Background: an optimization exercise with open tools, aiming at a short achievable clock period and few clock cycles. Do not read the settings as production practice.
No run shown here included a check of the RTL's function; only the layout flow was run.
No activity file was given, so power comes from the tool's default toggle rates.

==> flow/design.v, too long to show whole: its modules and the start of the top module <==
// module intc_timer: 1079 lines
module intc_timer (
    input  wire        clk,
    input  wire        rst,
    input  wire        cmd_valid,
    output reg         cmd_ready,
    input  wire [2:0]  cmd_op,
    input  wire [23:0] cmd_arg,
    input  wire [7:0]  cmd_data,
    output reg         rsp_valid,
    output reg  [7:0]  rsp_data,
    output wire [2:0]  pend,
    output reg  [1:0]  irq_line,
    output reg  [15:0] irq_vector
);
  // ...
==> flow/run.sh <==
#!/bin/bash
# synth_recipe.tcl (not shown) runs the flow's synth.tcl, then flattens the netlist and writes it again
# the make line also repeats each setting of config.mk as NAME=value (left out here)
make -C /OpenROAD-flow-scripts/flow DESIGN_CONFIG=/design/flow/config.mk WORK_HOME=/design/flow/orfs CLKGATE_MAP_FILE= SYNTH_SCRIPT=/design/flow/synth_recipe.tcl finish
==> flow/config.mk <==
export PLATFORM = sky130hd
export DESIGN_NAME = intc_timer
export DESIGN_NICKNAME = intc_timer
export VERILOG_FILES = /design/flow/design.v
export SDC_FILE = /design/flow/constraint.sdc
export NUM_CORES = 4
export LEC_CHECK = 0
export ABC_CLOCK_PERIOD_IN_PS = 2200
export CAP_MARGIN = 20
export CORE_MARGIN = 2
export CORE_UTILIZATION = 40
export SETUP_SLACK_MARGIN = 3.6
export SLEW_MARGIN = 20
export TNS_END_PERCENT = 100
==> flow/constraint.sdc <==
create_clock -name core_clock -period 6.0 [get_ports {clk}]
set_input_delay 1.2000 -clock core_clock [delete_from_list [all_inputs] [get_ports {clk}]]
set_output_delay 1.2000 -clock core_clock [all_outputs]
set_load 0.01 [all_outputs]
==> summary.md, run 1 <==
| Metric | Value |
|---|---|
| Status | timing/DRC/antenna clean |
| Vias in the first global route | around 27000 |
| Seq. pwr | around 6.6 mW |
| Clock net power | around 5.5 mW |
| Layout sequential cell count | between 700 and 800 |
| Critical Path Start Type | flip-flop |
| Layout area overhead | 28.68% |
| Die width | between 300 and 400 µm |
| Setup ws final | 1971 ps |
| Seq pwr share | 0.310 |
| Top cells by area, synth | dfxtp_1 (37%), ha_1 (15%), edfxtp_1 (9.4%) |
| Power per cell area | 450.1 nW/µm² |
| Synthesized area per cell | slightly above 10 µm² |
| I/O Pins | between 60 and 70 |
| Routed len/inst | approximately 18 µm |
| Hold Crit Depth | 0 |
| Hold Path Origin | p5_n[0]$_DFF_P_ |
| WP buf/inv | 0 |
| Dpl ws | 1124 ps |
| Period utilization | 0.6715 |
| Post-synth EDFFs | between 100 and 150 |
| Mapped cell area | between 30000 and 40000 µm² |
| Combinational power | ~9.1 mW |
| Launch point of the worst reg-to-reg path | s0_op[0]$_DFFE_PP_ |
| Multi-input gates | ~2400 |
| Clkbuf count | approximately 110 |
| Residual DRC count | 0 |
| Final Util | 0.5208 |
| Initial antenna violation count | 0 |
| Tapcells | approximately 1200 |
| Crit Path Class | flip-flop to flip-flop |
| Slowest stage cell, crit path | fa_1 |
| Root Driver | clkbuf_16 |
| Skew-Pair Late Insertion Delay | between 600 and 700 ps |
| Most used cell, CP | o21a_1 |
| CP startpoint | s0_op[0]$_DFFE_PP_ |
| All-Layer GR Usage | 0.1970 |
| DP HPWL | ~65000 µm |
| Antenna viol nets, final | 0 |
| Initial Util | 0.4048 |
| FP Rows | 110 |
| Crit. path cell count | 16 |
| Compound-Gate Fraction of Synth Area | 0.1493 |
| Vias per Instance | around 5.2 |
==> run 2, diff against run 1 <==
--- a/flow/design.v
+++ b/flow/design.v
@@ -32,16 +32,17 @@
                   (op == OP_READ && sel == 3'd4);
         end
     endfunction
     reg        s0_v;
     reg [2:0]  s0_op;
     reg [23:0] s0_arg;
     reg [7:0]  s0_data;
     reg [8:0]  s0_s;        
+    reg [8:0]  s0_sx;       
     reg [8:0]  s0_m1;       
     reg [9:0]  s0_m3;       
     reg [2:0]  bc;          
     wire s0_nv;                        
     wire s0_flag;                      
     wire s0_fits;                      
     wire s0_adv = s0_v && (bc == 3'd0 || !s0_nv);     
     wire s0_acc = cmd_valid && cmd_ready;
@@ -60,16 +61,18 @@
             bc        <= bc_n;
             cmd_ready <= !s0_v_n || bc_n == 3'd0 || !s0_nv_n;
         end
         if (s0_acc) begin
             s0_op   <= cmd_op;
             s0_arg  <= cmd_arg;
             s0_data <= cmd_data;
             s0_s    <= cmd_arg[23:18] != 6'd0 ? 9'd256 : {1'b0, cmd_arg[17:10]} + 9'd1;
+            s0_sx   <= cmd_op != OP_STEP ? 9'd0 :
+                       cmd_arg[23:18] != 6'd0 ? 9'd256 : {1'b0, cmd_arg[17:10]} + 9'd1;
             s0_m1   <= {1'b0, cmd_data} + 9'd1;
             s0_m3   <= {1'b0, cmd_data, 1'b0} + {2'b0, cmd_data} + 10'd3;
         end
     end
     reg  [2:0] f_dis;
     reg  [2:1] f_irq;
     reg        f_ten;
     reg  [7:0] f_rel;
@@ -889,27 +892,33 @@
     wire dvs3_c1 = dvs3_gg3[7] | dvs3_pp3[7];
     wire dv_ge3 = dv_s3[15:8] == 8'd0 && dvs3_c1;
     wire [7:0] dv_d3 = dvs3_s1[7:0];
     reg  [11:0] sig;
     reg  [12:0] mg;
     reg         stale_p;
     wire [8:0]  sig_add = (s0_adv && s0_step && f_ten) ? s0_s : 9'd0;
     wire [8:0]  sig_sub = (go && x_step) ? p7_pkt[F_S +: 9] : 9'd0;
+    reg  [8:0]  add_r, sub_r;
+    wire [8:0]  s0_c = s0_v ? s0_sx : 9'd0;
     wire [11:0] sg_a = sig;
-    wire [11:0] sg_b = {3'b0, sig_add};
-    wire [11:0] sg_c = ~{3'b0, sig_sub};
+    wire [11:0] sg_b = {3'b0, add_r};
+    wire [11:0] sg_c = ~{3'b0, sub_r};
     wire [11:0] sg_s = sg_a ^ sg_b ^ sg_c;
     wire [11:0] sg_m = (sg_a & sg_b) | (sg_a & sg_c) | (sg_b & sg_c);
     wire [11:0] sg_k = {sg_m[10:0], 1'b0};
     wire [12:0] mq_a = {5'b0, tvalue};
     wire [12:0] mq_b = ~{1'b0, sig};
-    wire [12:0] mq_c = ~{4'b0, sig_add};
-    wire [12:0] mq_s = mq_a ^ mq_b ^ mq_c;
-    wire [12:0] mq_m = (mq_a & mq_b) | (mq_a & mq_c) | (mq_b & mq_c);
+    wire [12:0] mq_c = ~{4'b0, add_r};
+    wire [12:0] mq_d = ~{4'b0, s0_c};
+    wire [12:0] mq_s1 = mq_a ^ mq_b ^ mq_c;
+    wire [12:0] mq_m1 = (mq_a & mq_b) | (mq_a & mq_c) | (mq_b & mq_c);
+    wire [12:0] mq_k1 = {mq_m1[11:0], 1'b1};
+    wire [12:0] mq_s = mq_s1 ^ mq_k1 ^ mq_d;
+    wire [12:0] mq_m = (mq_s1 & mq_k1) | (mq_s1 & mq_d) | (mq_k1 & mq_d);
     wire [12:0] mq_k = {mq_m[11:0], 1'b1};
     wire [11:0] sgn_p = sg_s ^ sg_k;
     wire [11:0] sgn_gg0 = sg_s & sg_k;
     wire [11:0] sgn_pp0 = sgn_p;
     wire [11:0] sgn_gg1 = sgn_gg0 | (sgn_pp0 & {sgn_gg0[10:0], 1'b0});
     wire [11:0] sgn_pp1 = sgn_pp0 & {sgn_pp0[10:0], {1{1'b1}}};
     wire [11:0] sgn_gg2 = sgn_gg1 | (sgn_pp1 & {sgn_gg1[9:0], 2'b0});
     wire [11:0] sgn_pp2 = sgn_pp1 & {sgn_pp1[9:0], {2{1'b1}}};
@@ -965,19 +974,23 @@
                  (p7_v && (p7_pkt[F_STEP] || p7_pkt[F_TLOAD]) && p7_m > f_m)));
     wire        rs_fly = (p1_v && (p1_pkt[F_TLOAD] || p1_pkt[F_POWER])) || (p2_v && (p2_pkt[F_TLOAD] || p2_pkt[F_POWER])) || (p3_v && (p3_pkt[F_TLOAD] || p3_pkt[F_POWER])) || (p4_v && (p4_pkt[F_TLOAD] || p4_pkt[F_POWER])) || (p5_v && (p5_pkt[F_TLOAD] || p5_pkt[F_POWER])) || (p6_v && (p6_pkt[F_TLOAD] || p6_pkt[F_POWER])) || (p7_v && (p7_pkt[F_TLOAD] || p7_pkt[F_POWER]));
     wire        bound_ok = !stale_p && !sl_go && !sl2_go && !dv_busy && !rs_fly;
     assign s0_fits = bound_ok && !mg_nhi[15];    
     assign s0_flag = s0_step && f_ten && s0_nhi >= {5'b0, f_m} && trans && !s0_fits;
     always @(posedge clk) begin
         if (rst) begin
             sig     <= 12'd0;
+            add_r   <= 9'd0;
+            sub_r   <= 9'd0;
             stale_p <= 1'b1;
         end else begin
             sig     <= sgn_s1;
+            add_r   <= sig_add;
+            sub_r   <= sig_sub;
             stale_p <= sl_go || sl2_go || dv_busy || (go && (x_tload || x_power));
         end
         mg <= mgs_s1;
     end
     wire x_flag = p7_pkt[F_FLAG];
     wire [2:0] pend_n = !go ? pend_r :
                         x_power ? 3'b0 :
                         x_bound ? {x_pm[2:1], x_pm[0] & tline} : pend_r;
==> run 2 against run 1 <==
Sequential share of layout area grew 0.30 points; critical endpoint is now mg[10]$_DFF_P_; power grew 1.7%; still clean on timing, DRC and antenna; non-clock buffer count shrank 55; routed wire length shrank 0.85%.
==> summary.md, run 2 <==
| Metric | Value |
|---|---|
| XOR/XNOR share of the synthesized area | 0.03827 (was 0.03739) |
| I/O Pins | 69 (unchanged) |
| Die Ht | 310.3 µm (was 306.3 µm) |
| Worst R2R End | mg[10]$_DFF_P_ (was mg[11]$_DFF_P_) |
| Critical Path Start Type | flip-flop (unchanged) |
| Cell Area, Placed | 40190 µm² (was 38820 µm²) |
| Slew @ Worst Pin | 873.3 ps (was 834.0 ps) |
| Top-count cell post-synth | dfxtp_1 (unchanged) |
| Asr flop ratio synth | 0 (unchanged) |
| Antenna viol nets, final | 0 (unchanged) |
| Period utilization | 0.5224 (was 0.6715) |
| Die width | 310.3 µm (was 306.3 µm) |
| Static Leak | 19.89 nW (was 19.48 nW) |
| Final WL | 94240 µm (was 95050 µm) |
| Launch point of the worst reg-to-reg path | add_r[1]$_SDFF_PP0_ (was s0_op[0]$_DFFE_PP_) |
| Layout area overhead | 28.95% (was 28.68%) |
| Synth top cells by count | dfxtp_1 (700), ha_1 (434), inv_1 (377) (was dfxtp_1 (682), ha_1 (434), inv_1 (335)) |
| Crit path DAT | 3680 ps (was 4580 ps) |
| Setup ws final | 2866 ps (was 1971 ps) |
| Share of layout cells above drive strength 1 | 0.2577 (was 0.2611) |
| Port Buf Inserts | 67 (unchanged) |
| Final setup vio count | 0 (unchanged) |
| Setup TNS | 0 ps (unchanged) |
| Max_slew headroom | 0.4166 (was 0.4410) |
| Post-synth EDFFs | 124 (was 115) |
| Initial DRC Count | 1576 (was 1400) |
| Sinks on Clock Net | 824 (was 797) |
| Hold EP | p5_pkt[8]$_DFF_P_ (was p6_n[0]$_DFF_P_) |
| Buffer depth of the longest clock path | 3 (unchanged) |
| R2R depth | 14 (was 16) |
| Via Count | 27280 (was 27380) |
| Fin Hold WS | 314.3 ps (was 305.8 ps) |
| CP max FO | 3 (was 6) |
| Post-Synth Simple-Gate Area | 0.1169 (was 0.1164) |
| Status | timing/DRC/antenna clean (unchanged) |
| Hold Crit Depth | 0 (unchanged) |
| Compound-Gate Fraction of Synth Area | 0.1405 (was 0.1493) |
| Initial antenna violation count | 0 (unchanged) |
| TritonCTS clock tree | yes (unchanged) |
| Skew-Pair Late Insertion Delay | 660 ps (was 670 ps) |
| Share of the synthesized area in the top cell type | 0.3734 (was 0.3736) |
| Register Area | 17930 µm² (was 17280 µm²) |
| Synthesized area per cell | 10.20 µm² (was 10.22 µm²) |
| Worst min-delay path class | flip-flop to flip-flop (unchanged) |
| Yosys warning count | 1 (unchanged) |
| Netlist cell types | 89 (was 101) |
| Routed len/inst | 17.61 µm (was 18.20 µm) |
| Power per cell area | 445.0 nW/µm² (was 450.1 nW/µm²) |
| Vias in the first global route | 26970 (was 27070) |
| Dpl ws | 2262 ps (was 1124 ps) |
| Final net count | 4526 (was 4468) |
| Residual DRC count | 0 (unchanged) |
| Worst VDD drop | 258.7 µV (was 224.8 µV) |
| Vias per Instance | 5.096 (was 5.243) |
| Mapped cell area | 37530 µm² (was 36550 µm²) |
| Syn Inst Count | 3678 (was 3575) |
| Hold Path Origin | p4_pkt[8]$_DFF_P_ (was p5_n[0]$_DFF_P_) |
| CP required | 6550 ps (about the same) |
| Crit. End Element | flip-flop (unchanged) |
| Multiplexer share of the synthesized area | 0.02397 (was 0.02427) |
| Most frequent cells in the layout | dfxtp_1 (609), ha_1 (348), inv_1 (323) (was dfxtp_1 (603), ha_1 (357), inv_1 (288)) |
| FP Rows | 112 (was 110) |
| First-pass GRT wire length | 145800 µm (was 147600 µm) |
| #FFs+latches synth | 824 (was 797) |
| CTS Hold Bufs | 0 (unchanged) |
| CTS H-tree lvls | 3 (unchanged) |
| All-Layer GR Usage | 0.1909 (was 0.1970) |
| Clk slew on worst S/H paths | 60 ps (was 70 ps) |
| Final slew viol count | 0 (unchanged) |
| RSZ-0062 raised after global routing | yes (unchanged) |
| Predominant post-synthesis flop cell | dfxtp_1 (unchanged) |
| Largest net degree at the start of global routing | 69 (was 54) |
| Crit Path Class | flip-flop to flip-flop (unchanged) |
| Cell accounting for the most synthesized area | dfxtp_1 (unchanged) |
| Multi-input gate area | 21400 µm² (was 20570 µm²) |
| Fin. Hold Viols | 0 (unchanged) |
| Largest family of logic cells by synthesized area | adder cells (unchanged) |
| Post-route cell area | 48400 µm² (was 47030 µm²) |
| DRT Pass-1 Iters | 5 (unchanged) |
| Final GP Congestion | 0.8816 (was 0.8733) |
| Tot Pwr | 21.54 mW (was 21.17 mW) |
| Adder-Cell Fraction of Synth Area | 0.1596 (was 0.1595) |
| Commonest non-fill, non-tap cell in the layout | dfxtp_1 (unchanged) |
| Post-layout minimum cycle time | 3134 ps (was 4029 ps) |
| Max-cap viol count | 0 (unchanged) |
| Fillers | 8193 (was 7943) |
| Root Driver | clkbuf_16 (unchanged) |
| Initial Util | 0.4027 (was 0.4048) |
| Sequential fraction of the synthesis area | 0.4726 (was 0.4681) |
| DP HPWL | 64890 µm (was 64540 µm) |
| Die area | 96290 µm² (was 93800 µm²) |
| Core area | 93190 µm² (was 90290 µm²) |
| TritonCTS buffer count | 86 (was 83) |
| Clock skew | 37.45 ps (was 54.17 ps) |
| Reg2Reg Setup Slack | 2870 ps (was 1970 ps) |
| Fmax | 319.1 MHz (was 248.2 MHz) |
| Top cells by area, synth | dfxtp_1 (37%), ha_1 (14%), edfxtp_1 (9.9%) (was dfxtp_1 (37%), ha_1 (15%), edfxtp_1 (9.4%)) |
| Global route overflow | 0 (unchanged) |
run 2: critical path, cell delays in order (launching register included):
cell	delay (ps)
dfxtp_2	320
inv_2	40
fa_1	540
inv_1	50
fa_1	490
inv_2	50
ha_4	200
o21a_1	190
o21a_1	210
o21ai_2	190
a21oi_4	90
o41ai_4	270
o21bai_1	130
buf_4	150
xor2_1	130
run 2: report_power, final:
part	total [mW]	switching (mW)	leakage, nW	internal [mW]
Combinational	9.29	4.75	11.4	4.54
Sequential	6.78	0.548	7.09	6.23
Clock	5.47	2.32	1.45	3.15
run 2: per-stage QoR:
| stage | util | instances |
|---|---|---|
| after floorplan | - | 3684 |
| after global placement | 0.4313 | 4936 |
| after detailed placement | 0.4313 | 4936 |
| after CTS | 0.4998 | 5273 |
| after global routing | 0.5193 | 5351 |
| final | 0.5193 | 5352 |
run 2: worst max path at each step:
stage          slack, ps            endpoint                 from
6_report            2870      mg[10]$_DFF_P_  add_r[1]$_SDFF_PP0_
5_1_grt             2690      mg[12]$_DFF_P_  add_r[1]$_SDFF_PP0_
4_1_cts             2870      mg[11]$_DFF_P_  add_r[1]$_SDFF_PP0_
3_5_place_dp        2260  s0_m3[9]$_DFFE_PP_          cmd_data[2]
3_3_place_gp        2290  s0_m3[9]$_DFFE_PP_          cmd_data[2]
2_1_floorplan       2820      mg[11]$_DFF_P_  add_r[1]$_SDFF_PP0_
run 2: layout make-up:
| type | count | area share |
|---|---|---|
| Antenna cell | 1 | 0.00005171 |
| Timing Repair Buffer | 335 | 0.06282 |
| Sequential cell | 824 | 0.3706 |
| Tap cell | 1254 | 0.03242 |
| Inverter | 379 | 0.03087 |
| Clock inverter | 44 | 0.01055 |
| Clock buffer | 115 | 0.05052 |
| Multi-Input combinational cell | 2400 | 0.4422 |
run 2: timing repair:
item | CTS | global route
cloned | 5 | 2
endpoints found under the setup margin | 260 | 182
setup buffers | 173 | 76
gates resized for setup | 619 | 258
pin swaps | 165 | 155
run 2: logic make-up (layout without fill, tap and decap cells):
kind of cell	Yosys count	count (layout)
fa+ha+maj	462	462
compound gates	779	782
buf+inv	463	873
simple gates	900	900
xor+xnor	164	164
flops	824	824
mux	85	85
other cells	1	8
run 2: per-layer routing:
layer / vias to the layer above / part of all wire / GRT usage
li1: 13680 / - / -
met1: 13030 / 0.46 / 0.2526
met2: 406 / 0.48 / 0.3205
met3: 165 / 0.032 / 0.02793
met4: 0 / 0.028 / 0.06123
met5: - / 0 / 0
==> run 3, diff against run 2 <==
--- a/flow/config.mk
+++ b/flow/config.mk
@@ -5,7 +5,7 @@
 export SDC_FILE = /design/flow/constraint.sdc
 export NUM_CORES = 4
 export LEC_CHECK = 0
-export ABC_CLOCK_PERIOD_IN_PS = 2200
+export ABC_CLOCK_PERIOD_IN_PS = 1000
 export CAP_MARGIN = 20
 export CORE_MARGIN = 2
 export CORE_UTILIZATION = 40
==> run 3 against run 2 <==
Register-to-register slack about the same; die area did not move; worst setup slack did not move; power unchanged; clock skew did not move; global-route usage is the same; sequential power about the same; via count did not move; critical path depth unchanged; sequential cell count stayed put; maximum frequency is the same; critical path type unchanged; largest power group unchanged; highest routed layer unchanged.
==> summary.md, run 3 <==
| Metric | Value |
|---|---|
| Share of the synthesized area in the top cell type | 0.3734 (unchanged) |
| Global route overflow | 0 (unchanged) |
| Status | timing/DRC/antenna clean (unchanged) |
| Hold Path Origin | p4_pkt[8]$_DFF_P_ (unchanged) |
| CP max FO | 3 (unchanged) |
| Top cells by area, synth | dfxtp_1 (37%), ha_1 (14%), edfxtp_1 (9.9%) (unchanged) |
| Final GP Congestion | 0.8816 (unchanged) |
| Die area | 96290 µm² (unchanged) |
| Final setup vio count | 0 (unchanged) |
| Final WL | 94240 µm (unchanged) |
| CTS H-tree lvls | 3 (unchanged) |
| Dpl ws | 2262 ps (unchanged) |
| Largest net degree at the start of global routing | 69 (unchanged) |
| Predominant post-synthesis flop cell | dfxtp_1 (unchanged) |
| Vias per Instance | 5.096 (unchanged) |
| Top Metal Used | met4 (unchanged) |
| Tot Pwr | 21.54 mW (unchanged) |
| Worst R2R End | mg[10]$_DFF_P_ (unchanged) |
| Final net count | 4526 (unchanged) |
| Fin. Hold Viols | 0 (unchanged) |
| Crit. End Element | flip-flop (unchanged) |
| Cell accounting for the most synthesized area | dfxtp_1 (unchanged) |
| WL met2 | 45160 µm (unchanged) |
| Fillers | 8193 (unchanged) |
| Commonest non-fill, non-tap cell in the layout | dfxtp_1 (unchanged) |
| Max_slew headroom | 0.4166 (unchanged) |
| CP required | 6550 ps (about the same) |
| Period utilization | 0.5224 (unchanged) |
| I/O Pins | 69 (unchanged) |
| Static Leak | 19.89 nW (unchanged) |
| Skew-Pair Late Insertion Delay | 660 ps (about the same) |
| Mapped cell area | 37530 µm² (unchanged) |
| Slew @ Worst Pin | 873.3 ps (unchanged) |
| Pint | 13.92 mW (unchanged) |
| Initial DRC Count | 1576 (unchanged) |
| Worst VDD drop | 258.7 µV (unchanged) |
| Post-layout minimum cycle time | 3134 ps (unchanged) |
| Setup TNS | 0 ps (unchanged) |
| Max-cap viol count | 0 (unchanged) |
| Initial antenna violation count | 0 (unchanged) |
| TritonCTS buffer count | 86 (unchanged) |
| Hold EP | p5_pkt[8]$_DFF_P_ (unchanged) |
| Part of the power in combinational logic | 0.431 (about the same) |
| Worst min-delay path class | flip-flop to flip-flop (unchanged) |
| #FFs+latches synth | 824 (unchanged) |
| Port Buf Inserts | 67 (unchanged) |
| Met1 WL | 43440 µm (unchanged) |
| Sw power | 7.619 mW (unchanged) |
| Fin Hold WS | 314.3 ps (unchanged) |
| Buffer depth of the longest clock path | 3 (unchanged) |
| TritonCTS clock tree | yes (unchanged) |
| Clock network fraction of total power | 0.254 (about the same) |
| DP HPWL | 64890 µm (unchanged) |
| Layout area overhead | 28.95% (unchanged) |
| Fmax | 319.1 MHz (unchanged) |
| Core area | 93190 µm² (unchanged) |
| Post-synth EDFFs | 124 (unchanged) |
| R2R depth | 14 (unchanged) |
| Vias in the first global route | 26970 (unchanged) |
| Launch point of the worst reg-to-reg path | add_r[1]$_SDFF_PP0_ (unchanged) |
| Seq pwr share | 0.315 (about the same) |
| Routed len/inst | 17.61 µm (unchanged) |
| Yosys warning count | 1 (unchanged) |
| Crit path DAT | 3680 ps (about the same) |
| Synth top cells by count | dfxtp_1 (700), ha_1 (434), inv_1 (377) (unchanged) |
| WL met3 | 3011 µm (unchanged) |
| Antenna viol nets, final | 0 (unchanged) |
| Most frequent cells in the layout | dfxtp_1 (609), ha_1 (348), inv_1 (323) (unchanged) |
| Root Driver | clkbuf_16 (unchanged) |
| Reg2Reg Setup Slack | 2870 ps (about the same) |
| Crit Path Class | flip-flop to flip-flop (unchanged) |
| Asr flop ratio synth | 0 (unchanged) |
| Share of layout cells above drive strength 1 | 0.2577 (unchanged) |
| Final slew viol count | 0 (unchanged) |
| Initial Util | 0.4027 (unchanged) |
| Top-count cell post-synth | dfxtp_1 (unchanged) |
| Die Ht | 310.3 µm (unchanged) |
| Clock skew | 37.45 ps (unchanged) |
| Clk slew on worst S/H paths | 60 ps (about the same) |
| Residual DRC count | 0 (unchanged) |
| Setup ws final | 2866 ps (unchanged) |
| FP Rows | 112 (unchanged) |
| Power per cell area | 445.0 nW/µm² (unchanged) |
| First-pass GRT wire length | 145800 µm (unchanged) |
| Syn Inst Count | 3678 (unchanged) |
| Sequential fraction of the synthesis area | 0.4726 (unchanged) |
| Sinks on Clock Net | 824 (unchanged) |
| Die width | 310.3 µm (unchanged) |
| Via Count | 27280 (unchanged) |
| Sw Ratio | 0.3538 (unchanged) |
| Synthesized area per cell | 10.20 µm² (unchanged) |
| RSZ-0062 raised after global routing | yes (unchanged) |
| DRT Pass-1 Iters | 5 (unchanged) |
| Critical Path Start Type | flip-flop (unchanged) |
| Hold Crit Depth | 0 (unchanged) |
| All-Layer GR Usage | 0.1909 (unchanged) |
| Netlist cell types | 89 (unchanged) |
-- run 3: cell type report --
cell class | count | area [µm²] | area share
tap | 1254 | 1569 | 0.03242
inverter | 379 | 1494 | 0.03087
sequential | 824 | 17930 | 0.3706
antenna | 1 | 2.502 | 0.00005171
clock buffer | 115 | 2445 | 0.05052
timing repair buffer | 335 | 3040 | 0.06282
clock inverter | 44 | 510.5 | 0.01055
multi-input combinational | 2400 | 21400 | 0.4422
-- run 3: stage by stage --
stage | util | cell area, µm² | instances
after floorplan | - | 38300 | 3684
after CTS | 0.4998 | 46570 | 5273
after global placement | 0.4313 | 40190 | 4936
after global routing | 0.5193 | 48390 | 5351
after detailed placement | 0.4313 | 40190 | 4936
final | 0.5193 | 48400 | 5352
-- run 3: worst max-delay path by stage --
stage / from / end / slack (ps) / depth (start not counted)
after global routing: add_r[1]$_SDFF_PP0_ / mg[12]$_DFF_P_ / 2690 / 13
after detailed placement: cmd_data[2] / s0_m3[9]$_DFFE_PP_ / 2260 / 10
final: add_r[1]$_SDFF_PP0_ / mg[10]$_DFF_P_ / 2870 / 14
after floorplan: add_r[1]$_SDFF_PP0_ / mg[11]$_DFF_P_ / 2820 / 14
after CTS: add_r[1]$_SDFF_PP0_ / mg[11]$_DFF_P_ / 2870 / 14
after global placement: cmd_data[2] / s0_m3[9]$_DFFE_PP_ / 2290 / 10
-- run 3: logic make-up (layout without fill, tap and decap cells) --
group                    after synthesis  in the layout  share of synthesized area
AND/OR/NAND/NOR                      900            900                     0.1169
buffers and inverters                463            873                    0.04801
XOR/XNOR                             164            164                    0.03827
multiplexers                          85             85                    0.02397
adder cells (fa/ha/maj)              462            462                     0.1596
other                                  1              8                 0.00009992
AO/OA/AOI/OAI                        779            782                     0.1405
flip-flops                           824            824                     0.4726
-- run 3: critical path, stage by stage, from the launching register on --
cell	delay, ps
dfxtp_2	320
inv_2	40
fa_1	540
inv_1	50
fa_1	490
inv_2	50
ha_4	200
o21a_1	190
o21a_1	210
o21ai_2	190
a21oi_4	90
o41ai_4	270
o21bai_1	130
buf_4	150
xor2_1	130
-- run 3: layer usage --
metal  up-vias  track usage
met1     13030       0.2526
met5         -            0
met2       406       0.3205
li1      13680            -
met4         0      0.06123
met3       165      0.02793
-- run 3: repair_timing --
item	4_1_cts	5_1_grt
pin swaps	165	155
hold buffers	0	0
gates resized for setup	619	258
gates cloned	5	2
endpoints found under the setup margin	260	182
buffers inserted	173	76
-- run 3: power by group through the flow --
stage,Sequential (mW),Combinational (mW),Clock (mW)
6_report,6.78,9.29,5.47
5_1_grt,6.83,10.2,5.82
4_1_cts,6.76,8.09,5.59
3_5_place_dp,6.84,6.44,0
3_3_place_gp,6.84,6.38,0
2_1_floorplan,6.60,5.25,0

==> re-timing with driven ports <==
The results above use ideal ports. As a check the final layouts listed here were re-extracted and re-timed, cells and wires unchanged.
Step 1 sets driving cells, clkbuf_16 on the clock port and buf_2 on the other inputs (assumed; they add their load-dependent delay and slew).
Step 2 moves the port delays by t, midway between the first and last clock arrival at a register: inputs arrive t later, outputs are due t later. That takes back most of the time a late clock gives input paths.
a / b / c = ideal / step 1 / step 2; a / b = the first two.
run | t (ns) | setup slack, ns | worst hold slack (ns) | slew at the worst register clock pin (ns)
run 1 | 0.709 | 1.971 / 1.971 / 1.971 | 0.306 / 0.306 / 0.306 | 0.07 / 0.07
run 2 | 0.710 | 2.866 / 2.866 / 2.785 | 0.314 / 0.314 / 0.314 | 0.07 / 0.07
run 3 | 0.710 | 2.866 / 2.866 / 2.785 | 0.314 / 0.314 / 0.314 | 0.07 / 0.07
After both steps every run listed still meets setup and hold.
